What follows belongs to an exercise in optimizing a design on an open flow for small area; a production flow would make more cautious choices.
Function was checked by simulation only, so behaviour that the tests miss may differ from the original.
Power and IR drop assume default switching activity.

File: flow/flow/run.sh
#!/bin/bash
# Layout flow: the standard flow (standard.sh) with two changes:
#  - clock tree synthesis without dummy loads, with clkbuf_8 clock buffers
#    and sink clusters sized for them;
#  - port buffers of a small buffer cell (buf_2) instead of the default
#    delay cell.
# Every tool's output goes to flow.log in the work folder (ORFS also keeps
# its per-step logs under orfs/logs/).
set -euo pipefail
export CTS_ARGS="-sink_clustering_enable -repair_clock_nets -dont_use_dummy_load -sink_clustering_size 16 -sink_clustering_max_diameter 50 -buf_list {sky130_fd_sc_hd__clkbuf_8}"
export BUFFER_PORTS_ARGS="-buffer_cell sky130_fd_sc_hd__buf_2"
bash standard.sh > flow.log 2>&1
File: flow/standard.sh
#!/bin/bash
# synth_recipe.tcl (not shown) runs the flow's synth.tcl, then flattens the netlist and writes it again
# the make line also repeats each setting of config.mk as NAME=value (left out here)
make -C /OpenROAD-flow-scripts/flow DESIGN_CONFIG=/design/flow/config.mk WORK_HOME=/design/flow/orfs CLKGATE_MAP_FILE= SYNTH_SCRIPT=/design/flow/synth_recipe.tcl "${@:-finish}"
File: flow/config.mk
export PLATFORM = sky130hd
export DESIGN_NAME = l1ado_core
export DESIGN_NICKNAME = l1ado_core
export VERILOG_FILES = /design/flow/design.v
export SDC_FILE = /design/flow/constraint.sdc
export NUM_CORES = 4
export LEC_CHECK = 0
export CAP_MARGIN = 0
export CORE_MARGIN = 2
export CORE_UTILIZATION = 57
export PLACE_DENSITY = 0.67
export SETUP_SLACK_MARGIN = 0.3
export SLEW_MARGIN = 0
export SYNTH_HIERARCHICAL = 1
export SYNTH_MINIMUM_KEEP_SIZE = 0
export TNS_END_PERCENT = 100
File: flow/constraint.sdc
create_clock -name core_clock -period 10.0 [get_ports {clk}]
set_input_delay 2.0000 -clock core_clock [delete_from_list [all_inputs] [get_ports {clk}]]
set_output_delay 2.0000 -clock core_clock [all_outputs]
set_load 0.01 [all_outputs]
File: flow/design.v
module l1ado_oai22 (
    input  wire a1, a2, b1, b2,
    output wire y
);
    assign y = ~((a1 | a2) & (b1 | b2));
endmodule
module l1ado_aoi222 (
    input  wire a1, a2, b1, b2, c1, c2,
    output wire y
);
    assign y = ~((a1 & a2) | (b1 & b2) | (c1 & c2));
endmodule
module l1ado_nand4 (
    input  wire a, b, c, d,
    output wire y
);
    assign y = ~(a & b & c & d);
endmodule
module l1ado_nand3 (
    input  wire a, b, c,
    output wire y
);
    assign y = ~(a & b & c);
endmodule
module l1ado_nor2 (
    input  wire a, b,
    output wire y
);
    assign y = ~(a | b);
endmodule
module l1ado_nor3 (
    input  wire a, b, c,
    output wire y
);
    assign y = ~(a | b | c);
endmodule
module l1ado_core (
    input  wire        clk,
    input  wire        rst,         
    input  wire        ld_we,
    input  wire [7:0]  ld_addr,
    input  wire [7:0]  ld_data,
    input  wire [7:0]  mem_raddr,
    output wire [7:0]  mem_rdata,
    input  wire        start,
    input  wire [7:0]  start_pc,
    input  wire        cap_en,
    input  wire [15:0] cap,
    output reg         busy,
    output reg         done,
    output reg  [1:0]  reason,      
    output wire [7:0]  pc,
    output wire [7:0]  acc,
    output wire [15:0] icount,
    output wire        in_req,
    input  wire        in_valid,
    input  wire [7:0]  in_data,
    output wire        out_valid,
    output wire [7:0]  out_data
);
    localparam [1:0] S_FETCH = 2'd0, S_OPER = 2'd1, S_MEM1 = 2'd2,
                     S_MEM2 = 2'd3;
    reg [2047:0] mem;               
    reg        ph;                  
    reg [7:0]  pc_r, a_r, ad_r, op_r;
    reg [1:0]  st;
    reg [15:0] cnt_r, cap_r;
    reg        cap_en_r;
    genvar gi, gb;
    wire [7:0] raddr = !busy ? mem_raddr :
                       (st == S_FETCH || st == S_OPER) ? pc_r : ad_r;
    wire [15:0] r_hi, r_lo;
    wire [255:0] rsel;
    generate
        for (gi = 0; gi < 16; gi = gi + 1) begin : g_rdec
            assign r_hi[gi] = (raddr[7:4] == gi);
            assign r_lo[gi] = (raddr[3:0] == gi);
        end
        for (gi = 0; gi < 256; gi = gi + 1) begin : g_rsel
            assign rsel[gi] = r_hi[gi / 16] & r_lo[gi % 16];
        end
    endgenerate
    wire [7:0] rd;
    generate
        for (gb = 0; gb < 8; gb = gb + 1) begin : g_rbit
            wire [85:0] t;
            for (gi = 0; gi < 85; gi = gi + 1) begin : g_grp
                l1ado_aoi222 u_sel (
                    .a1(rsel[3*gi]),     .a2(mem[8*(3*gi) + gb]),
                    .b1(rsel[3*gi + 1]), .b2(mem[8*(3*gi + 1) + gb]),
                    .c1(rsel[3*gi + 2]), .c2(mem[8*(3*gi + 2) + gb]),
                    .y(t[gi]));
            end
            assign t[85] = ~(rsel[255] & mem[8*255 + gb]);
            wire [21:0] u;            
            wire [10:0] v;            
            wire [2:0]  w;            
            wire        z;            
            for (gi = 0; gi < 21; gi = gi + 1) begin : g_l1
                l1ado_nand4 u_l1 (.a(t[4*gi]), .b(t[4*gi + 1]), .c(t[4*gi + 2]),
                                  .d(t[4*gi + 3]), .y(u[gi]));
            end
            assign u[21] = ~(t[84] & t[85]);
            for (gi = 0; gi < 11; gi = gi + 1) begin : g_l2
                l1ado_nor2 u_l2 (.a(u[2*gi]), .b(u[2*gi + 1]), .y(v[gi]));
            end
            l1ado_nand4 u_l3a (.a(v[0]), .b(v[1]), .c(v[2]), .d(v[3]), .y(w[0]));
            l1ado_nand4 u_l3b (.a(v[4]), .b(v[5]), .c(v[6]), .d(v[7]), .y(w[1]));
            l1ado_nand3 u_l3c (.a(v[8]), .b(v[9]), .c(v[10]), .y(w[2]));
            l1ado_nor3  u_l4  (.a(w[0]), .b(w[1]), .c(w[2]), .y(z));
            assign rd[gb] = ~(z ^ ph);
        end
    endgenerate
    wire valid_op =
        (rd == 8'h00) || (rd == 8'h10) || (rd == 8'h11) || (rd == 8'h12) ||
        (rd == 8'h20) || (rd == 8'h21) || (rd == 8'h22) ||
        (rd == 8'h40) || (rd == 8'h41) || (rd == 8'h48) || (rd == 8'h49) ||
        (rd == 8'h60) || (rd == 8'h61) || (rd == 8'h62) ||
        (rd == 8'hC0) || (rd == 8'hC1) || (rd == 8'hC8) || (rd == 8'hC9) ||
        (rd == 8'hE0) || (rd == 8'hE1) || (rd == 8'hE2);
    wire is_mem  = op_r[6];           
    wire is_ind  = op_r[7];           
    wire is_jmp  = op_r[4];           
    wire is_alu  = op_r[5];           
    wire is_st   = op_r[3];           
    wire is_io   = op_r[0];           
    reg [7:0] alu_y;
    always @(*) begin
        case (op_r[1:0])
            2'd0:    alu_y = a_r + rd;
            2'd1:    alu_y = a_r - rd;
            default: alu_y = ~(a_r & rd);
        endcase
    end
    wire take = (op_r[1:0] == 2'd0) ? 1'b1 :
                (op_r[1:0] == 2'd1) ? a_r[7] : (a_r == 8'd0);
    wire final_mem = (st == S_MEM2) || (st == S_MEM1 && !is_ind);
    wire in_wait   = final_mem && is_st && is_io;
    wire wr_core   = final_mem && is_st && (!is_io || in_valid);
    wire fetch   = (st == S_FETCH);
    wire oper    = (st == S_OPER);
    wire capped  = cap_en_r && (cnt_r == cap_r);
    wire fin_imm = oper && !is_mem;
    wire fin     = fin_imm || (final_mem && !(in_wait && !in_valid));
    wire [7:0] pc_inc = pc_r + 8'd1;
    wire [7:0] pc_d   = (fin_imm && is_jmp && take) ? rd : pc_inc;
    wire [7:0] pc_end = fin_imm ? pc_d : pc_r;      
    wire       halt   = (pc_end == 8'd0);
    wire       a_we   = fin && !is_st && !is_jmp && (is_alu || !is_io);
    wire       we    = busy ? wr_core : ld_we;
    wire [7:0] waddr = busy ? ad_r : ld_addr;
    wire [7:0] wdata = !busy ? ld_data : (is_io ? in_data : a_r);
    wire [7:0] wx = wdata ^ {8{ph}};
    always @(posedge clk)
        ph <= ~ph;
    wire [63:0] w_grp;
    wire [3:0]  w_pos;
    wire [31:0] w_x;                  
    generate
        for (gi = 0; gi < 64; gi = gi + 1) begin : g_wgrp
            assign w_grp[gi] = we && (waddr[7:2] == gi);
        end
        for (gi = 0; gi < 4; gi = gi + 1) begin : g_wpos
            assign w_pos[gi] = (waddr[1:0] == gi);
            for (gb = 0; gb < 8; gb = gb + 1) begin : g_x
                assign w_x[8*gi + gb] = ~w_pos[gi] | wx[gb];
            end
        end
        for (gi = 0; gi < 256; gi = gi + 1) begin : g_word
            wire sel  = w_grp[gi / 4] & w_pos[gi % 4];
            wire keep = ~w_grp[gi / 4];
            for (gb = 0; gb < 8; gb = gb + 1) begin : g_bit
                wire d;
                l1ado_oai22 u_bit (
                    .a1(mem[8*gi + gb]), .a2(sel),
                    .b1(keep),           .b2(w_x[8*(gi % 4) + gb]),
                    .y(d));
                always @(posedge clk)
                    mem[8*gi + gb] <= d;
            end
        end
    endgenerate
    always @(posedge clk) begin
        if (rst) begin
            busy <= 1'b0;
            done <= 1'b0;
        end else if (!busy) begin
            if (start) begin
                busy     <= 1'b1;
                done     <= 1'b0;
                st       <= S_FETCH;
                cnt_r    <= 16'd0;
                cap_r    <= cap;
                cap_en_r <= cap_en;
                pc_r     <= start_pc;
                a_r      <= 8'd0;
            end
        end else begin
            if ((fetch && !capped) || oper)
                pc_r <= pc_d;
            if (fetch)
                op_r <= rd;
            if (oper || (st == S_MEM1 && is_ind))
                ad_r <= rd;
            if (a_we)
                a_r <= is_alu ? alu_y : rd;
            if (fin)
                cnt_r <= cnt_r + 16'd1;
            if (fetch) begin
                if (capped) begin
                    busy   <= 1'b0;
                    done   <= 1'b1;
                    reason <= 2'd2;
                end else if (!valid_op) begin
                    busy   <= 1'b0;
                    done   <= 1'b1;
                    reason <= 2'd3;
                end else begin
                    st <= S_OPER;
                end
            end else if (fin) begin
                if (halt) begin
                    busy   <= 1'b0;
                    done   <= 1'b1;
                    reason <= 2'd1;
                end
                st <= S_FETCH;
            end else if (oper) begin
                st <= S_MEM1;
            end else begin
                st <= S_MEM2;     
            end
        end
    end
    assign mem_rdata = rd;
    assign pc        = pc_r;
    assign acc       = a_r;
    assign icount    = cnt_r;
    assign in_req    = busy && in_wait;
    assign out_valid = busy && final_mem && !is_st && !is_alu && is_io;
    assign out_data  = rd;
endmodule
==> results of run 1 <==
[Yosys stat by module, one instance, submodules excluded]
module / copies in the design / area, µm² / flip-flops and latches
l1ado_oai22: 2048 / 6.256 / 0
l1ado_aoi222: 680 / 10.01 / 0
l1ado_nor3: 8 / 10.01 / 0
l1ado_core: 1 / 49280 / 2119
l1ado_nand4: 184 / 6.256 / 0
l1ado_nand3: 8 / 5.005 / 0
l1ado_nor2: 88 / 3.754 / 0
[synth_stat cells, types with 3 or more instances]
cell type / count / area, µm²
inv_1: 34 / 127.6
and4b_1: 3 / 30.03
nor3_1: 15 / 75.07
nor2_2: 3 / 18.77
mux2_2: 4 / 45.04
a31oi_1: 6 / 37.54
nand2b_1: 7 / 43.79
nor4_1: 5 / 31.28
nor2_1: 664 / 2492
nor2_4: 4 / 45.04
ha_1: 12 / 150.1
and3_1: 10 / 62.56
clkbuf_1: 33 / 123.9
a32o_1: 3 / 30.03
or3_1: 8 / 50.05
xor2_1: 18 / 157.7
clkbuf_2: 3 / 15.01
nor3_2: 9 / 90.09
and2_1: 11 / 68.82
a222oi_1: 680 / 6807
edfxtp_1: 68 / 2042
buf_1: 3 / 11.26
nand3_1: 22 / 110.1
mux2i_1: 20 / 200.2
nand4_1: 192 / 1201
o211ai_1: 6 / 45.04
nor3b_1: 4 / 30.03
nor2b_1: 6 / 37.54
and2b_1: 7 / 52.55
buf_2: 45 / 225.2
a311oi_1: 4 / 35.03
dfxtp_1: 2051 / 41060
o21ai_0: 30 / 150.1
o32ai_1: 3 / 26.28
o22ai_1: 2050 / 12820
buf_4: 16 / 120.1
nand2_2: 3 / 18.77
buf_6: 5 / 56.30
xnor2_1: 36 / 315.3
nand2_1: 227 / 852.1
a21oi_1: 46 / 230.2
[metrics by stage]
step,hold slack [ps],utilization (%)
6_report,446.7,61.70
5_1_grt,455.9,61.67
4_1_cts,444.8,61.65
3_5_place_dp,435.8,59.72
3_3_place_gp,428.1,59.72
2_1_floorplan,420.6,-
[power by group]
group	leakage, nW	internal (mW)	switching [mW]
Sequential	19.3	9.37	0.533
Clock	1.24	1.53	2.73
Combinational	5.53	0.706	1.59
Total	26.0	11.6	4.86
[cell usage in the layout (no fill, tap or decap), types with 18 or more instances in the layout]
cell	n
a21oi_1	46
a222oi_1	680
buf_2	115
buf_4	86
clkbuf_8	172
dfxtp_1	2050
diode_2	24
edfxtp_1	68
inv_1	34
mux2i_1	20
nand2_1	184
nand2_4	32
nand3_1	22
nand4_1	192
nor2_1	656
o21ai_0	30
o22ai_1	2050
xnor2_1	36
xor2_1	18
[flip-flops by register name, indices dropped and copies added, names as in the netlist]
name,cells
busy,1
cnt_r,16
ad_r,8
reason,2
ph,1
cap_r,16
st,2
op_r,7
cap_en_r,1
done,1
a_r,8
mem,2048
pc_r,8
[cell type report]
class,instances,area (µm²),area share (%)
tap,1637,2048,2.696
clock buffer,172,2367,3.116
timing repair buffer,201,1221,1.607
multi-input combinational,4156,27050,35.60
inverter,35,131.4,0.1729
sequential,2119,43100,56.73
antenna,24,60.06,0.07904
[cells by family (layout without fill, tap and decap cells)]
kind of cell / after synthesis / after routing
AOI/OAI and AO/OA: 2851 / 2851
xor gates and xnor gates: 54 / 54
adders and majority gates: 13 / 13
buffers and inverters: 140 / 408
DFF: 2119 / 2119
muxes: 24 / 24
other: 0 / 24
and+or+nand+nor: 1214 / 1214
[worst max-delay path: stages]
cell      delay, ps
buf_2           110
nor2_1           40
a21oi_1         350
nor2b_1         190
nand2_2         910
nor2_1          430
a222oi_1        620
nand4_1         200
nor2_1          510
nand4_1         540
nor3_2          350
buf_4           170
nand2b_1        130
and2_0          450
buf_2           230
[layer usage]
layer / global-route usage, % / vias to the layer above
met3: 16.30 / 1480
met4: 34.82 / 36
met1: 61.10 / 32930
met2: 66.50 / 6006
li1: - / 27570
met5: 2.302 / -
[path summary, 6_finish.rpt]
check / cells after the start / slack [ps] / startpoint / endpoint
worst max-delay path: 15 / 740 / mem_raddr[3] / mem_rdata[2]
worst max register to register: 23 / 2200 / busy / a_r[7]
worst min register to register: 1 / 450 / mem[80] / mem[80]
worst min-delay path: 1 / 450 / mem[80] / mem[80]
==> notes.md, run 1 <==
Area Overhead vs Synth: 7.766%
Post-DP Area: 0.07355 mm²
Setup TNS Final: 0 ps
Total GRT Usage: 47.71%
post-synthesis xor/xnor area fraction: 0.6708%
period utilization: 92.63%
Synth Flop Type: dfxtp_1
multiplexer share of the synthesized area: 0.3478%
max cap viols: 0
Compound-Gate Fraction of Synth Area: 28.90%
Longest Clk Path Bufs: 3
post-route worst setup slack: 736.8 ps
first-iteration detailed-routing DRC count: 14570
Setup-failing EPs final: 0
Final Hold Fails: 0
sequential element share of the synthesized area: 61.13%
vias in the first global route: 61990
H-Tree Depth: 4
Total Power: 16.47 mW
critical path class: input pin to output port
clock skew: 88.09 ps
die height: 355.7 µm
Non-Filler Instances: 8344
RePlAce Congestion: 1.007
CTS sink count: 2119
CTS tree: built
setup bufs post-CTS: 0
Post-Syn Area: 0.07050 mm²
gr ovfl total: 0
# rows: 129
Worst VDD drop: 161.3 µV
Root Driver: clkbuf_8
initial antenna violation count: 22
syn nets: 6490
fillers: 10270
drt drc: 0
number of synthesized flops with an enable pin: 68
crit path time final: 9263 ps
post-route ant nets: 0
WL per Instance: 37.80 µm
Slew HR: 10.48%
crit end category: output port
Num CTS Buffers: 172
WL met2: 127.5 mm
synthesized instance count: 6415
vias per cell: 8.151
DR top layer: met5
worst slew pin tran: 1333 ps
hpwl dp: 189.4 mm
total number of vias: 68020
Slew Limit Fails: 0
Synth warnings: 7
Die ar.: 0.1265 mm²
first-pass GRT wire length: 441.4 mm
Worst EP arrival: 7260 ps
Layout Nets: 6760
clock-pin slew on the worst setup and hold paths: 80 ps
wl on met1: 112.6 mm
run status: no timing/DRC/antenna violations
PostCTS Resize Cnt: 0
met3 WL: 47.14 mm
simple-gate share of the synthesized area: 7.734%
Cell variety after synth: 73
Startpoint Class: input pin
Top-Level Pins: 116
IO buf count: 115
pre-CTS WS: 1119 ps
largest family of logic cells by synthesized area: compound AO/OA/AOI/OAI gates
fraction of layout cells with a size suffix above 1: 6.958%
core area: 0.1232 mm²
Placed Cells: 8148
crit-path max FO: 16
syn_area_per_cell: 10.99 µm²
Synth Area in Adders: 0.2414%
Initial Util: 57.25%
unrepaired setup endpoints after global routing: false
#FFs+latches synth: 2119
Routed WL: 315.4 mm
Power Density: 216.8 mW/mm²
CP required: 8000 ps
Hold Crit Class: flip-flop to flip-flop
f_max: 108.0 MHz
largest net degree at the start of global routing: 65
Leakage: 26.04 nW
# hold bufs at CTS: 0
total iterations of the first detailed-routing run: 15
clk latency of the worst-skew pair: 970 ps
asr flop ratio synth: 0%
Die X: 355.7 µm
post-route cell area: 0.07598 mm²
==> inputs of run 2 (changes only) <==
==> flow/flow/run.sh (replaced) <==
#!/bin/bash
# Layout flow: the standard flow (standard.sh) with two changes:
#  - clock tree synthesis without dummy loads, with clkbuf_16 clock buffers
#    and sink clusters sized for them;
#  - port buffers of a small buffer cell (buf_2) instead of the default
#    delay cell.
# Every tool's output goes to flow.log in the work folder (ORFS also keeps
# its per-step logs under orfs/logs/).
set -euo pipefail
export CTS_ARGS="-sink_clustering_enable -repair_clock_nets -dont_use_dummy_load -sink_clustering_size 30 -sink_clustering_max_diameter 60 -buf_list {sky130_fd_sc_hd__clkbuf_16}"
export BUFFER_PORTS_ARGS="-buffer_cell sky130_fd_sc_hd__buf_2"
bash standard.sh > flow.log 2>&1
--- a/flow/config.mk
+++ b/flow/config.mk
@@ -7,8 +7,8 @@
 export LEC_CHECK = 0
 export CAP_MARGIN = 0
 export CORE_MARGIN = 2
-export CORE_UTILIZATION = 57
-export PLACE_DENSITY = 0.67
+export CORE_UTILIZATION = 50
+export PLACE_DENSITY = 0.6
 export SETUP_SLACK_MARGIN = 0.3
 export SLEW_MARGIN = 0
 export SYNTH_HIERARCHICAL = 1
==> run 2 against run 1 <==
Effect of this change:
- synthesized cell count unchanged
- largest cell class unchanged
- clock power up 25%
- count of clock-buffer cells in the layout down 31
- critical endpoint is now mem_rdata[7]
- via count down 1.1%
- cell area up 1.9%
- die area up 14%
- setup slack worse by 310 ps
- sequential power about the same
- area after synthesis unchanged
- register-to-register slack worse by 150 ps
- routed wire length up 3.4%
- clock skew down 38 ps
- still clean
==> notes.md, run 2 <==
post-synth top area cell: dfxtp_1
Total GRT Usage: 43.00%
worst slew pin tran: 1344 ps
Area contributors post-synth: dfxtp_1, o22ai_1, a222oi_1, nor2_1, edfxtp_1
hold path startpoint: mem[1695]
clock skew: 50.29 ps
Longest Clk Path Bufs: 3
fillers: 12230
CTS sink count: 2119
Slew HR: 10.30%
period utilization: 95.76%
number of synthesized flops with an enable pin: 68
top-count cell post-synth: dfxtp_1
Final Hold Fails: 0
Bufs and invs on worst path: 4
Hold Crit Depth: 1
Worst path depth: 15
largest registers: mem (2048), cap_r (16), cnt_r (16)
critical path class: input pin to output port
core area: 0.1397 mm²
Post-Syn Area: 0.07050 mm²
PostCTS Resize Cnt: 0
register area: 0.04310 mm²
syn nets: 6490
Hold Crit Class: flip-flop to flip-flop
Area Overhead vs Synth: 9.865%
f_max: 104.4 MHz
total number of vias: 67230
highest-count cells in the layout ignoring fill and taps: o22ai_1, dfxtp_1, a222oi_1
max cap viols: 0
initial antenna violation count: 12
Synth Flop Type: dfxtp_1
largest stage delay on the critical path: 960 ps
CP required: 8000 ps
H-Tree Depth: 4
die height: 379.5 µm
Total Power: 17.56 mW
Top reg by flops: mem
Setup TNS Final: 0 ps
vias per cell: 7.858
gr ovfl total: 0
drt drc: 0
asr flop ratio synth: 0%
unrepaired setup endpoints after global routing: false
worst-path cell chain: buf_2 > nor2_1 > a21oi_1 > nor2_1 > nand2_2 > buf_4 > nor2_1 > a222oi_1 > nand4_1 > nor2_1 > nand4_1 > nor3_2 > xor2_1 > inv_1 > buf_2
crit-path max FO: 9
Slowest cell on crit path: a222oi_1
clk latency of the worst-skew pair: 810 ps
Slew Limit Fails: 0
first-iteration detailed-routing DRC count: 12980
Die X: 379.5 µm
setup bufs post-CTS: 0
Startpoint Class: input pin
vias in the first global route: 61600
# hold bufs at CTS: 0
WL per Instance: 38.10 µm
reg2reg path depth: 24
Power Density: 226.8 mW/mm²
IO buf count: 115
Num CTS Buffers: 141
Worst R2R End: a_r[6]
Die ar.: 0.1440 mm²
Placed Cells: 8387
Top-Level Pins: 116
Leakage: 26.55 nW
most frequent cell on the critical path: nor2_1
total iterations of the first detailed-routing run: 13
Setup-failing EPs final: 0
first-pass GRT wire length: 453.8 mm
Cell variety after synth: 73
RePlAce Congestion: 0.9821
post-route ant nets: 0
largest net degree at the start of global routing: 65
CTS tree: built
hpwl dp: 197.1 mm
fraction of layout cells with a size suffix above 1: 6.554%
Layout Nets: 6729
Non-Filler Instances: 8556
run status: no timing/DRC/antenna violations
setup slack, reg-to-reg: 2050 ps
#FFs+latches synth: 2119
reg2reg start: busy
Worst EP arrival: 7580 ps
Root Driver: clkbuf_16
cell family with most CP delay: simple AND/OR/NAND/NOR gates
Routed WL: 326.0 mm
Yosys top cell area share: 58.24%
max FFs per register: 2048
Hold EP: mem[1695]
sequential element share of the synthesized area: 61.13%
clock-pin slew on the worst setup and hold paths: 60 ps
crit path time final: 9576 ps
syn_area_per_cell: 10.99 µm²
crit end category: output port
synthesized instance count: 6415
area of the multi-input gates: 0.02706 mm²
# rows: 137
Initial Util: 50.47%
most instantiated cells after synthesis: dfxtp_1, o22ai_1, a222oi_1
Synth warnings: 7
Worst VDD drop: 162.4 µV
[run 2: cell counts after synthesis]
No cell type changed its count.
[run 2: power by group]
part           total, mW  internal (mW)  leakage [nW]  switching, mW
combinational       2.32          0.704          5.54           1.62
sequential          9.91           9.37          19.3          0.535
clock               5.34           2.50          1.74           2.84
total               17.6           12.6          26.5           4.99
[run 2: worst register-to-register path, cell delays in order (launching register included)]
cell	delay (ps)
dfxtp_2	870
nor2_1	180
a21oi_1	400
and2b_1	310
nand2_2	780
buf_4	400
nor2_1	200
a222oi_1	590
nand4_1	320
nor2_1	280
nand4_1	480
nor3_2	320
buf_4	190
xor2_1	290
inv_1	150
ha_1	290
nand2_1	50
o21ai_0	140
fa_1	480
a21o_1	170
a21oi_1	210
o21bai_1	90
a21oi_1	170
xor2_1	190
a311oi_1	110
[run 2: through the flow]
stage / util (%) / hold WS (ps) / cell area, µm² / setup WS [ps]
5_1_grt: 55.40 / 450.4 / 77400 / 675.0
6_report: 55.45 / 445.2 / 77460 / 423.8
3_5_place_dp: 52.87 / 435.8 / 73860 / 1060
4_1_cts: 55.40 / 444.4 / 77390 / 1024
3_3_place_gp: 52.87 / 427.6 / 73860 / 1014
2_1_floorplan: - / 420.6 / 70500 / 3446
[run 2: area by class of cell]
cell class	count	share of cell area (%)
tap	1876	3.030
inverter	35	0.1696
sequential	2119	55.65
clock buffer	141	4.555
multi-input combinational	4156	34.93
timing repair buffer	201	1.577
antenna	28	0.09046
[run 2: kinds of logic (layout without fill, tap and decap cells)]
family | Yosys count | in the layout | synth area share, %
xor gates and xnor gates | 54 | 54 | 0.6708
adders and majority gates | 13 | 13 | 0.2413
buffers and inverters | 140 | 377 | 0.9690
AOI/OAI and AO/OA | 2851 | 2851 | 28.90
and+or+nand+nor | 1214 | 1214 | 7.734
DFF | 2119 | 2119 | 61.13
other | 0 | 28 | 0
muxes | 24 | 24 | 0.3478
[run 2: modules after synthesis (local to each module, per instance)]
module	cell area [µm²]	flip-flops and latches
l1ado_nor2	3.754	0
l1ado_oai22	6.256	0
l1ado_nor3	10.01	0
l1ado_aoi222	10.01	0
l1ado_core	49280	2119
l1ado_nand4	6.256	0
l1ado_nand3	5.005	0
[run 2: per-layer routing]
| layer | global-route usage (%) | part of all wire [%] | vias up |
|---|---|---|---|
| li1 | - | - | 27560 |
| met1 | 56.09 | 38 | 33040 |
| met2 | 60.09 | 41 | 5293 |
| met3 | 13.60 | 13 | 1321 |
| met4 | 30.47 | 8.5 | 16 |
| met5 | 0 | 0.039 | - |
[run 2: worst max-delay path by stage]
| stage | start | endpoint | slack [ps] |
|---|---|---|---|
| 2_1_floorplan | mem_raddr[6] | out_data[2] | 3450 |
| 4_1_cts | mem_raddr[2] | out_data[4] | 1020 |
| 5_1_grt | mem_raddr[0] | out_data[7] | 680 |
| 3_3_place_gp | mem_raddr[2] | mem_rdata[4] | 1010 |
| 3_5_place_dp | mem_raddr[2] | out_data[4] | 1060 |
| 6_report | mem_raddr[2] | mem_rdata[7] | 420 |
==> inputs of run 3 (changes only) <==
==> flow/flow/run.sh (replaced) <==
#!/bin/bash
# Layout flow: the standard flow (standard.sh) with two changes:
#  - clock tree synthesis without dummy loads, with clkbuf_4 clock buffers
#    and sink clusters sized for them;
#  - port buffers of a small buffer cell (buf_2) instead of the default
#    delay cell.
# Every tool's output goes to flow.log in the work folder (ORFS also keeps
# its per-step logs under orfs/logs/).
set -euo pipefail
export CTS_ARGS="-sink_clustering_enable -repair_clock_nets -dont_use_dummy_load -sink_clustering_size 9 -sink_clustering_max_diameter 45 -buf_list {sky130_fd_sc_hd__clkbuf_4}"
export BUFFER_PORTS_ARGS="-buffer_cell sky130_fd_sc_hd__buf_2"
bash standard.sh > flow.log 2>&1
==> run 3 against run 2 <==
Effect of this change:
- the layout now fails its checks (max-capacitance violations)
- clock skew rose by 39 ps
- first-iteration DRC count fell by 1.9%
- sequential cell count did not move
- setup slack got worse by 60 ps
- sequential power barely moved
- combinational power barely moved
- routed wire length rose by 1.1%
- highest routed layer unchanged
==> notes.md, run 3 <==
critical path class: flip-flop to output port
Power Density: 215.9 mW/mm²
vias per cell: 7.861
syn nets: 6490
clock-pin slew on the worst setup and hold paths: 110 ps
Final Hold Fails: 0
syn_area_per_cell: 10.99 µm²
Setup TNS Final: 0 ps
Top-Level Pins: 116
Slew HR: -0.6305%
reg2reg start: busy
clock skew: 88.91 ps
crit path time final: 9636 ps
Total GRT Usage: 43.46%
die height: 379.5 µm
unrepaired setup endpoints after global routing: false
drt drc: 0
max FFs per register: 2048
WL per Instance: 37.83 µm
max cap viols: 1
Setup-failing EPs final: 0
Total Power: 16.44 mW
Synth warnings: 7
# hold bufs at CTS: 0
Area Overhead vs Synth: 7.991%
fillers: 12490
initial antenna violation count: 23
crit-path max FO: 48
Worst EP arrival: 7640 ps
CTS sink count: 2119
H-Tree Depth: 5
first-iteration detailed-routing DRC count: 12730
Num CTS Buffers: 292
core area: 0.1397 mm²
largest registers: mem (2048), cap_r (16), cnt_r (16)
Top reg by flops: mem
Initial Util: 50.47%
Die ar.: 0.1440 mm²
CTS tree: built
PostCTS Resize Cnt: 0
period utilization: 96.36%
area of the multi-input gates: 0.02706 mm²
f_max: 103.8 MHz
Worst R2R End: a_r[6]
Cell variety after synth: 73
Startpoint Class: flip-flop
hpwl dp: 197.1 mm
Slowest cell on crit path: dfxtp_2
synthesized instance count: 6415
Die X: 379.5 µm
Worst VDD drop: 105.3 µV
setup bufs post-CTS: 0
largest family of logic cells by synthesized area: compound AO/OA/AOI/OAI gates
# rows: 137
setup slack, reg-to-reg: 1850 ps
Non-Filler Instances: 8713
asr flop ratio synth: 0%
Post-DP Area: 0.07386 mm²
worst slew pin tran: 1508 ps
most frequent cell on the critical path: nor2_1
Longest Clk Path Bufs: 4
reg2reg path depth: 24
crit end category: output port
Slew Limit Fails: 9
RePlAce Congestion: 0.9821
Synth Area in Adders: 0.2414%
top-count cell post-synth: dfxtp_1
#FFs+latches synth: 2119
highest-count cells in the layout ignoring fill and taps: o22ai_1, dfxtp_1, a222oi_1
Synth Flop Type: dfxtp_1
Hold Crit Class: flip-flop to flip-flop
reasons for failing layout checks: max-capacitance violations
run status: complete, but fails checks
post-route cell area: 0.07614 mm²
post-synthesis xor/xnor area fraction: 0.6708%
worst-path cell chain: nor2_1 > a21oi_1 > and2b_1 > nand2_2 > nor2_1 > a222oi_1 > nand4_1 > nor2_1 > nand4_1 > nor3_2 > buf_4 > xor2_1 > inv_1 > buf_2
post-route ant nets: 0
Compound-Gate Fraction of Synth Area: 28.90%
CP required: 8000 ps
crit path to: out_data[4]
gr ovfl total: 0
post-synth top area cell: dfxtp_1
most instantiated cells after synthesis: dfxtp_1, o22ai_1, a222oi_1
largest net degree at the start of global routing: 65
IO buf count: 115
Leakage: 26.15 nW
sequential element share of the synthesized area: 61.13%
fraction of layout cells with a size suffix above 1: 8.629%
hold path startpoint: mem[1388]
Yosys top cell area share: 58.24%
clk latency of the worst-skew pair: 1330 ps
Routed WL: 329.6 mm
Layout Nets: 6880
total number of vias: 68490
Post-Syn Area: 0.07050 mm²
Root Driver: clkbuf_4
vias in the first global route: 62730
first-pass GRT wire length: 458.9 mm
multiplexer share of the synthesized area: 0.3478%
simple-gate share of the synthesized area: 7.734%
Placed Cells: 8387
number of synthesized flops with an enable pin: 68
register area: 0.04310 mm²
Area contributors post-synth: dfxtp_1, o22ai_1, a222oi_1, nor2_1, edfxtp_1
largest stage delay on the critical path: 890 ps
Worst Setup SP: busy
total iterations of the first detailed-routing run: 13
run 3: cell counts after synthesis:
Identical to the previous run, type by type.
run 3: stage by stage:
stage,setup WS (ps),hold WS [ps],util (%)
after CTS,744.2,446.5,54.44
after global placement,1014,427.6,52.87
after detailed placement,1060,435.8,52.87
after floorplan,3446,420.6,-
after global routing,439.0,456.9,54.46
final,363.7,447.6,54.50
run 3: report_power, final:
group	total [mW]	switching, mW	internal [mW]
Sequential	9.91	0.535	9.37
Combinational	2.33	1.62	0.704
Clock	4.20	2.85	1.35
run 3: critical path: cells and delay by family (launching register included):
| kind | cells | cell delay (ps) |
|---|---|---|
| AND/OR/NAND/NOR | 8 | 3250 |
| AO/OA/AOI/OAI | 2 | 1190 |
| flip-flops | 1 | 890 |
| buffers and inverters | 3 | 690 |
| XOR/XNOR | 1 | 280 |
run 3: final cells by class:
class | count | area share, %
tap | 1876 | 3.083
inverter | 35 | 0.1725
timing repair buffer | 201 | 1.604
sequential | 2119 | 56.61
antenna | 34 | 0.1117
clock buffer | 292 | 2.879
multi-input combinational | 4156 | 35.54
run 3: worst min path at each step:
| stage | to | cells past startpoint |
|---|---|---|
| 6_report | mem[1388] | 1 |
| 5_1_grt | mem[713] | 1 |
| 4_1_cts | mem[1388] | 1 |
| 3_5_place_dp | mem[408] | 1 |
| 3_3_place_gp | mem[1974] | 1 |
| 2_1_floorplan | mem[0] | 1 |
run 3: cells by family (layout without fill, tap and decap cells):
kind of cell             Yosys count  count (layout)
other                              0              34
AO/OA/AOI/OAI                   2851            2851
flip-flops                      2119            2119
multiplexers                      24              24
buffers and inverters            140             528
adder cells (fa/ha/maj)           13              13
AND/OR/NAND/NOR                 1214            1214
XOR/XNOR                          54              54
run 3: Yosys stat by module, one instance, submodules excluded:
module | times used | cells | flops+latches
l1ado_core | 1 | 3399 | 2119
l1ado_aoi222 | 680 | 1 | 0
l1ado_nor2 | 88 | 1 | 0
l1ado_oai22 | 2048 | 1 | 0
l1ado_nand4 | 184 | 1 | 0
l1ado_nand3 | 8 | 1 | 0
l1ado_nor3 | 8 | 1 | 0
run 3: routing by layer:
layer / GRT usage [%] / up-vias / share of wire [%]
met5: 0.7275 / - / 0.091
met4: 31.70 / 20 / 8.5
met3: 15.32 / 1449 / 14
met2: 60.33 / 5711 / 40
met1: 55.58 / 33380 / 37
li1: - / 27930 / -
==> inputs of run 4 (changes only) <==
--- a/flow/config.mk
+++ b/flow/config.mk
@@ -5,7 +5,7 @@
 export SDC_FILE = /design/flow/constraint.sdc
 export NUM_CORES = 4
 export LEC_CHECK = 0
-export CAP_MARGIN = 0
+export CAP_MARGIN = 5
 export CORE_MARGIN = 2
 export CORE_UTILIZATION = 50
 export PLACE_DENSITY = 0.6
==> run 4 against run 3 <==
Effect of this change:
- largest power group unchanged
- non-clock buffer count is the same
- maximum frequency is the same
- critical path depth did not move
- largest cell class unchanged
- the layout still fails its checks (max-capacitance violations)
==> notes.md, run 4 <==
run status: complete, but fails checks
reasons for failing layout checks: max-capacitance violations
Worst EP arrival: 7640 ps
largest stage delay on the critical path: 890 ps
post-synth top area cell: dfxtp_1
largest net degree at the start of global routing: 65
setup bufs post-CTS: 0
initial antenna violation count: 23
Leakage: 26.15 nW
critical path class: flip-flop to output port
vias per cell: 7.861
CTS sink count: 2119
Cell variety after synth: 73
die height: 379.5 µm
gr ovfl total: 0
Worst VDD drop: 105.3 µV
IO buf count: 115
Top-Level Pins: 116
#FFs+latches synth: 2119
Top reg by flops: mem
top-count cell post-synth: dfxtp_1
asr flop ratio synth: 0%
largest family of logic cells by synthesized area: compound AO/OA/AOI/OAI gates
crit path time final: 9636 ps
Bufs and invs on worst path: 3
post-route worst setup slack: 363.7 ps
Slowest cell on crit path: dfxtp_2
CP required: 8000 ps
f_max: 103.8 MHz
synthesized instance count: 6415
max FFs per register: 2048
syn_area_per_cell: 10.99 µm²
CTS tree: built
fraction of layout cells with a size suffix above 1: 8.629%
WL per Instance: 37.83 µm
Final Hold Fails: 0
# hold bufs at CTS: 0
Non-Filler Instances: 8713
total number of vias: 68490
PostCTS Resize Cnt: 0
Post-Syn Area: 0.07050 mm²
Die X: 379.5 µm
worst slew pin tran: 1508 ps
Routed WL: 329.6 mm
Longest Clk Path Bufs: 4
hpwl dp: 197.1 mm
worst-path cell chain: nor2_1 > a21oi_1 > and2b_1 > nand2_2 > nor2_1 > a222oi_1 > nand4_1 > nor2_1 > nand4_1 > nor3_2 > buf_4 > xor2_1 > inv_1 > buf_2
Setup-failing EPs final: 0
unrepaired setup endpoints after global routing: false
pre-CTS WS: 1060 ps
highest-count cells in the layout ignoring fill and taps: o22ai_1, dfxtp_1, a222oi_1
Hold Crit Class: flip-flop to flip-flop
Slew HR: -0.6305%
Area contributors post-synth: dfxtp_1, o22ai_1, a222oi_1, nor2_1, edfxtp_1
Slew Limit Fails: 9
first-pass GRT wire length: 458.9 mm
Num CTS Buffers: 292
crit-path max FO: 48
Placed Cells: 8387
period utilization: 96.36%
largest registers: mem (2048), cap_r (16), cnt_r (16)
max cap viols: 1
Synth Area in Adders: 0.2414%
crit end category: output port
Total Power: 16.44 mW
Setup TNS Final: 0 ps
clock-pin slew on the worst setup and hold paths: 110 ps
number of synthesized flops with an enable pin: 68
clk latency of the worst-skew pair: 1330 ps
# rows: 137
Power Density: 215.9 mW/mm²
multiplexer share of the synthesized area: 0.3478%
Initial Util: 50.47%
Root Driver: clkbuf_4
Total GRT Usage: 43.46%
post-synthesis xor/xnor area fraction: 0.6708%
core area: 0.1397 mm²
first-iteration detailed-routing DRC count: 12730
simple-gate share of the synthesized area: 7.734%
cell family with most CP delay: simple AND/OR/NAND/NOR gates
H-Tree Depth: 5
most instantiated cells after synthesis: dfxtp_1, o22ai_1, a222oi_1
post-route ant nets: 0
Synth Flop Type: dfxtp_1
vias in the first global route: 62730
syn nets: 6490
Startpoint Class: flip-flop
sequential element share of the synthesized area: 61.13%
most frequent cell on the critical path: nor2_1
Die ar.: 0.1440 mm²
Area Overhead vs Synth: 7.991%
RePlAce Congestion: 0.9821
total iterations of the first detailed-routing run: 13
Layout Nets: 6880
drt drc: 0
Yosys top cell area share: 58.24%
Synth warnings: 7
clock skew: 88.91 ps
Compound-Gate Fraction of Synth Area: 28.90%
run 4: cell counts after synthesis:
No cell type changed its count.
run 4: logic make-up (layout without fill, tap and decap cells):
group | count (synthesis) | after routing
DFF | 2119 | 2119
and+or+nand+nor | 1214 | 1214
xor gates and xnor gates | 54 | 54
adders and majority gates | 13 | 13
other | 0 | 34
muxes | 24 | 24
buffers and inverters | 140 | 528
AOI/OAI and AO/OA | 2851 | 2851
run 4: layout make-up:
class / count / area [µm²]
inverter: 35 / 131.4
antenna: 34 / 85.08
timing repair buffer: 201 / 1221
tap: 1876 / 2347
sequential: 2119 / 43100
multi-input combinational: 4156 / 27060
fill: 12490 / 63560
clock buffer: 292 / 2192
run 4: final timing paths:
kind	from	end	slack [ps]	cells past startpoint
max	busy	out_data[4]	360	14
max reg2reg	busy	a_r[6]	1850	24
min reg2reg	mem[1388]	mem[1388]	450	1
min	mem[1388]	mem[1388]	450	1
run 4: report_power, final:
group	total (mW)	internal, mW	leakage, nW	switching, mW
clock network	4.20	1.35	1.34	2.85
registers	9.91	9.37	19.3	0.535
logic	2.33	0.704	5.54	1.62
run 4: per-layer routing:
metal | part of all wire, % | GRT usage (%) | up-vias
met5 | 0.091 | 0.7275 | -
met4 | 8.5 | 31.70 | 20
met1 | 37 | 55.58 | 33380
li1 | - | - | 27930
met3 | 14 | 15.32 | 1449
met2 | 40 | 60.33 | 5711
run 4: metrics by stage:
| step | util, % | instance area, µm² | hold slack (ps) |
|---|---|---|---|
| floorplan | - | 70500 | 420.6 |
| global placement | 52.87 | 73860 | 427.6 |
| detailed placement | 52.87 | 73860 | 435.8 |
| CTS | 54.44 | 76050 | 446.5 |
| global route | 54.46 | 76080 | 456.9 |
| finish | 54.50 | 76140 | 447.6 |
run 4: modules after synthesis (local to each module, per instance), excerpt:
| module | times used | flip-flops and latches | cells inside | cell area (µm²) |
|---|---|---|---|---|
| l1ado_core | 1 | 2119 | 3399 | 49280 |
| l1ado_aoi222 | 680 | 0 | 1 | 10.01 |
| l1ado_oai22 | 2048 | 0 | 1 | 6.256 |
| l1ado_nand4 | 184 | 0 | 1 | 6.256 |
| l1ado_nand3 | 8 | 0 | 1 | 5.005 |
| l1ado_nor2 | 88 | 0 | 1 | 3.754 |
==> inputs of run 5 (changes only) <==
--- a/flow/design.v
+++ b/flow/design.v
@@ -9,30 +9,6 @@
     output wire y
 );
     assign y = ~((a1 & a2) | (b1 & b2) | (c1 & c2));
-endmodule
-module l1ado_nand4 (
-    input  wire a, b, c, d,
-    output wire y
-);
-    assign y = ~(a & b & c & d);
-endmodule
-module l1ado_nand3 (
-    input  wire a, b, c,
-    output wire y
-);
-    assign y = ~(a & b & c);
-endmodule
-module l1ado_nor2 (
-    input  wire a, b,
-    output wire y
-);
-    assign y = ~(a | b);
-endmodule
-module l1ado_nor3 (
-    input  wire a, b, c,
-    output wire y
-);
-    assign y = ~(a | b | c);
 endmodule
 module l1ado_core (
     input  wire        clk,
@@ -92,23 +68,7 @@
                     .y(t[gi]));
             end
             assign t[85] = ~(rsel[255] & mem[8*255 + gb]);
-            wire [21:0] u;            
-            wire [10:0] v;            
-            wire [2:0]  w;            
-            wire        z;            
-            for (gi = 0; gi < 21; gi = gi + 1) begin : g_l1
-                l1ado_nand4 u_l1 (.a(t[4*gi]), .b(t[4*gi + 1]), .c(t[4*gi + 2]),
-                                  .d(t[4*gi + 3]), .y(u[gi]));
-            end
-            assign u[21] = ~(t[84] & t[85]);
-            for (gi = 0; gi < 11; gi = gi + 1) begin : g_l2
-                l1ado_nor2 u_l2 (.a(u[2*gi]), .b(u[2*gi + 1]), .y(v[gi]));
-            end
-            l1ado_nand4 u_l3a (.a(v[0]), .b(v[1]), .c(v[2]), .d(v[3]), .y(w[0]));
-            l1ado_nand4 u_l3b (.a(v[4]), .b(v[5]), .c(v[6]), .d(v[7]), .y(w[1]));
-            l1ado_nand3 u_l3c (.a(v[8]), .b(v[9]), .c(v[10]), .y(w[2]));
-            l1ado_nor3  u_l4  (.a(w[0]), .b(w[1]), .c(w[2]), .y(z));
-            assign rd[gb] = ~(z ^ ph);
+            assign rd[gb] = ~(&t) ^ ph;
         end
     endgenerate
     wire valid_op =
@@ -153,27 +113,22 @@
     wire [7:0] wx = wdata ^ {8{ph}};
     always @(posedge clk)
         ph <= ~ph;
-    wire [63:0] w_grp;
-    wire [3:0]  w_pos;
-    wire [31:0] w_x;                  
+    wire [31:0] w_row;
+    wire [7:0]  w_col;
     generate
-        for (gi = 0; gi < 64; gi = gi + 1) begin : g_wgrp
-            assign w_grp[gi] = we && (waddr[7:2] == gi);
+        for (gi = 0; gi < 32; gi = gi + 1) begin : g_wrow
+            assign w_row[gi] = we && (waddr[7:3] == gi);
         end
-        for (gi = 0; gi < 4; gi = gi + 1) begin : g_wpos
-            assign w_pos[gi] = (waddr[1:0] == gi);
-            for (gb = 0; gb < 8; gb = gb + 1) begin : g_x
-                assign w_x[8*gi + gb] = ~w_pos[gi] | wx[gb];
-            end
+        for (gi = 0; gi < 8; gi = gi + 1) begin : g_wcol
+            assign w_col[gi] = (waddr[2:0] == gi);
         end
         for (gi = 0; gi < 256; gi = gi + 1) begin : g_word
-            wire sel  = w_grp[gi / 4] & w_pos[gi % 4];
-            wire keep = ~w_grp[gi / 4];
+            wire sel = w_row[gi / 8] & w_col[gi % 8];
             for (gb = 0; gb < 8; gb = gb + 1) begin : g_bit
                 wire d;
                 l1ado_oai22 u_bit (
                     .a1(mem[8*gi + gb]), .a2(sel),
-                    .b1(keep),           .b2(w_x[8*(gi % 4) + gb]),
+                    .b1(~w_row[gi / 8]), .b2(~w_col[gi % 8] | wx[gb]),
                     .y(d));
                 always @(posedge clk)
                     mem[8*gi + gb] <= d;
--- a/flow/flow/run.sh
+++ b/flow/flow/run.sh
@@ -7,6 +7,6 @@
 # Every tool's output goes to flow.log in the work folder (ORFS also keeps
 # its per-step logs under orfs/logs/).
 set -euo pipefail
-export CTS_ARGS="-sink_clustering_enable -repair_clock_nets -dont_use_dummy_load -sink_clustering_size 9 -sink_clustering_max_diameter 45 -buf_list {sky130_fd_sc_hd__clkbuf_4}"
+export CTS_ARGS="-sink_clustering_enable -repair_clock_nets -dont_use_dummy_load -sink_clustering_size 10 -sink_clustering_max_diameter 30 -buf_list {sky130_fd_sc_hd__clkbuf_4}"
 export BUFFER_PORTS_ARGS="-buffer_cell sky130_fd_sc_hd__buf_2"
 bash standard.sh > flow.log 2>&1
--- a/flow/config.mk
+++ b/flow/config.mk
@@ -5,7 +5,7 @@
 export SDC_FILE = /design/flow/constraint.sdc
 export NUM_CORES = 4
 export LEC_CHECK = 0
-export CAP_MARGIN = 5
+export CAP_MARGIN = 0
 export CORE_MARGIN = 2
 export CORE_UTILIZATION = 50
 export PLACE_DENSITY = 0.6
==> run 5 against run 4 <==
Effect of this change:
- the layout fails its checks (max-slew violations)
- routed wire length increased by 5.4%
- largest cell class unchanged
- via count increased by 1.9%
- sequential cell count is the same
- clock power up 16%
- utilization grew 1.4 points
- die area fell by 1.1%
- cell area grew 2.0%
- clock skew rose by 54 ps
- global-route usage rose by 3.4 points
- cell count up 1.3%
- setup slack worse by 140 ps
- largest power group unchanged
==> notes.md, run 5 <==
Bufs and invs on worst path: 5
clk latency of the worst-skew pair: 1440 ps
max FFs per register: 2048
run status: complete, but fails checks
sequential element share of the synthesized area: 61.82%
Top-Level Pins: 116
vias in the first global route: 62980
fraction of layout cells with a size suffix above 1: 13.11%
core area: 0.1390 mm²
cell internal pwr: 11.67 mW
highest-count cells in the layout ignoring fill and taps: o22ai_1, dfxtp_1, a222oi_1
total number of vias: 69780
Placed Cells: 8382
first-iteration detailed-routing DRC count: 15280
hpwl dp: 202.5 mm
Area Overhead vs Synth: 11.39%
crit end category: output port
Power Density: 208.9 mW/mm²
Seq pwr share: 59.7%
clock-pin slew on the worst setup and hold paths: 40 ps
Yosys top cell area share: 58.89%
CTS sink count: 2119
Hold EP: mem[728]
Worst R2R End: a_r[7]
Startpoint Class: input pin
drt drc: 0
cell family with most CP delay: simple AND/OR/NAND/NOR gates
Routed WL: 347.4 mm
WL per Instance: 39.36 µm
Total GRT Usage: 46.87%
H-Tree Depth: 5
post-synth top area cell: dfxtp_1
period utilization: 97.74%
most instantiated cells after synthesis: dfxtp_1, o22ai_1, a222oi_1
number of synthesized flops with an enable pin: 68
# hold bufs at CTS: 0
hold path startpoint: mem[728]
asr flop ratio synth: 0%
IO buf count: 115
top-count cell post-synth: dfxtp_1
Setup TNS Final: 0 ps
f_max: 102.3 MHz
largest stage delay on the critical path: 890 ps
critical path class: input pin to output port
Die ar.: 0.1425 mm²
#FFs+latches synth: 2119
crit path time final: 9774 ps
Synth warnings: 7
vias per cell: 7.905
Slew HR: -14.72%
reasons for failing layout checks: max-slew violations
reg2reg path depth: 29
syn nets: 6315
Longest Clk Path Bufs: 4
# rows: 137
max cap viols: 0
area of the multi-input gates: 0.02648 mm²
Hold Crit Depth: 1
die height: 377.4 µm
Worst EP arrival: 7770 ps
clock skew: 143.1 ps
Post-Syn Area: 0.06972 mm²
Hold Crit Class: flip-flop to flip-flop
CP required: 8000 ps
sw frac: 28.03%
Gate power share: 10.2%
initial antenna violation count: 25
Num CTS Buffers: 416
Synth Flop Type: dfxtp_1
Final Hold Fails: 0
crit-path max FO: 16
fillers: 12370
register area: 0.04310 mm²
largest net degree at the start of global routing: 73
Die X: 377.4 µm
Setup-failing EPs final: 0
Leakage: 27.16 nW
syn_area_per_cell: 11.18 µm²
worst-path cell chain: buf_2 > nor2_1 > a21o_1 > nor2_1 > nand2_1 > buf_4 > nor2_1 > a222oi_1 > nand4_1 > nor4_1 > nand4_1 > a311oi_1 > buf_4 > xnor2_2 > inv_1 > buf_2
Switching Power: 4.547 mW
gr ovfl total: 0
synthesized instance count: 6239
Area contributors post-synth: dfxtp_1, o22ai_1, a222oi_1, nor2_1, edfxtp_1
Worst Setup SP: mem_raddr[4]
Worst VDD drop: 116.5 µV
setup slack, reg-to-reg: 1610 ps
unrepaired setup endpoints after global routing: false
worst slew pin tran: 1721 ps
Cell variety after synth: 58
Initial Util: 50.15%
Non-Filler Instances: 8827
post-route ant nets: 0
Slowest cell on crit path: nor4_1
most frequent cell on the critical path: nor2_1
Root Driver: clkbuf_4
largest registers: mem (2048), cap_r (16), cnt_r (16)
Clock power frac: 30.1%
Top reg by flops: mem
total iterations of the first detailed-routing run: 13
RePlAce Congestion: 0.9759
Slew Limit Fails: 4
first-pass GRT wire length: 476.3 mm
CTS tree: built
Layout Nets: 7003
reg2reg start: st[1]
==> run 5: kinds of logic (layout without fill, tap and decap cells) <==
family          Yosys count  in the layout  synth area share, %
flops                  2119           2119                61.82
mux                      35             35               0.5222
compound gates         2834           2834                29.12
buf+inv                 108            794               0.6389
other cells               0             26                    0
fa+ha+maj                14             14               0.2620
simple gates           1068           1068                6.817
xor+xnor                 61             61               0.8201
==> run 5: metal layers <==
metal	vias to the layer above	global-route usage (%)	share of wire, %
met2	6388	63.56	39
met4	16	35.16	8.8
met3	1627	16.88	16
met1	33640	60.64	36
met5	-	0	0.035
li1	28100	-	-
==> run 5: what timing repair did <==
action / CTS / global route
setup buffers: 0 / 3
setup endpoints to repair: 3 / 8
pin swaps: 2 / 1
resized for setup: 4 / 4
==> run 5: modules after synthesis, one instance, submodules excluded <==
module,cell area [µm²],flops+latches,times used,cells
l1ado_oai22,6.256,0,2048,1
l1ado_aoi222,10.01,0,680,1
l1ado_core,50100,2119,1,3511
==> run 5: through the flow <==
| step | worst slack (ps) | power (mW) | hold WS (ps) | utilization [%] | cell area [µm²] |
|---|---|---|---|---|---|
| after floorplan | 3110 | 10.56 | 420.6 | - | 69720 |
| after global routing | 550.4 | 16.63 | 452.1 | 55.83 | 77610 |
| after CTS | 407.4 | 16.06 | 443.3 | 55.79 | 77560 |
| after detailed placement | -89.68 | 11.39 | 435.8 | 53.53 | 74420 |
| after global placement | -156.0 | 11.34 | 427.8 | 53.52 | 74400 |
| final | 225.6 | 16.22 | 441.4 | 55.87 | 77670 |
==> run 5: area by class of cell <==
| cell class | count | share of cell area (%) |
|---|---|---|
| Sequential cell | 2119 | 55.50 |
| Multi-Input combinational cell | 4012 | 34.10 |
| Clock buffer | 416 | 4.021 |
| Timing Repair Buffer | 360 | 3.190 |
| Tap cell | 1876 | 3.022 |
| Inverter | 18 | 0.08699 |
| Antenna cell | 26 | 0.08377 |
==> run 5: worst max-delay path by stage <==
stage	end	cells after the start	slack, ps
floorplan	a_r[7]	27	3110
global placement	a_r[7]	29	-160
detailed placement	a_r[7]	29	-90
CTS	mem_rdata[1]	17	410
global route	mem_rdata[5]	16	550
finish	out_data[5]	16	230
==> run 5: power by group through the flow <==
stage / sequential [mW] / combinational (mW) / clock [mW]
floorplan: 9.71 / 0.849 / 0
global placement: 9.83 / 1.51 / 0
detailed placement: 9.84 / 1.55 / 0
CTS: 9.66 / 1.55 / 4.85
global route: 9.75 / 1.66 / 5.23
finish: 9.68 / 1.66 / 4.88

separate check: timing with driven ports:
Ports are ideal in the flow. The routed layouts listed here were re-timed in OpenROAD.
Step 1: set_driving_cell puts a clkbuf_16 on clk and a buf_2 on each other input, an assumption about the parent block.
Step 2 also shifts input and output timing later by t, the mid clock arrival at the registers, as if the neighbouring blocks saw the same clock.
Slacks: ideal / step 1 / step 2; pairs: ideal / step 1.
run	shift t [ns]	setup slack, ns	slew at the worst register clock pin (ns)	worst slew at a driven data input, ns	pins driven straight from the clock port
run 1	1.012	0.737 / 0.716 / 0.716	0.11 / 0.11	0.11	1
run 2	0.867	0.424 / 0.398 / 0.398	0.10 / 0.10	0.15	1
run 3	1.377	0.364 / 0.276 / 0.592	0.11 / 0.11	0.14	1
run 4	1.377	0.364 / 0.276 / 0.592	0.11 / 0.11	0.14	1
run 5	1.430	0.226 / 0.205 / 0.205	0.11 / 0.11	0.09	1
The setup slack of run 2, which loses most, moves by -0.026 ns with the drivers and by -0.026 ns with both steps.
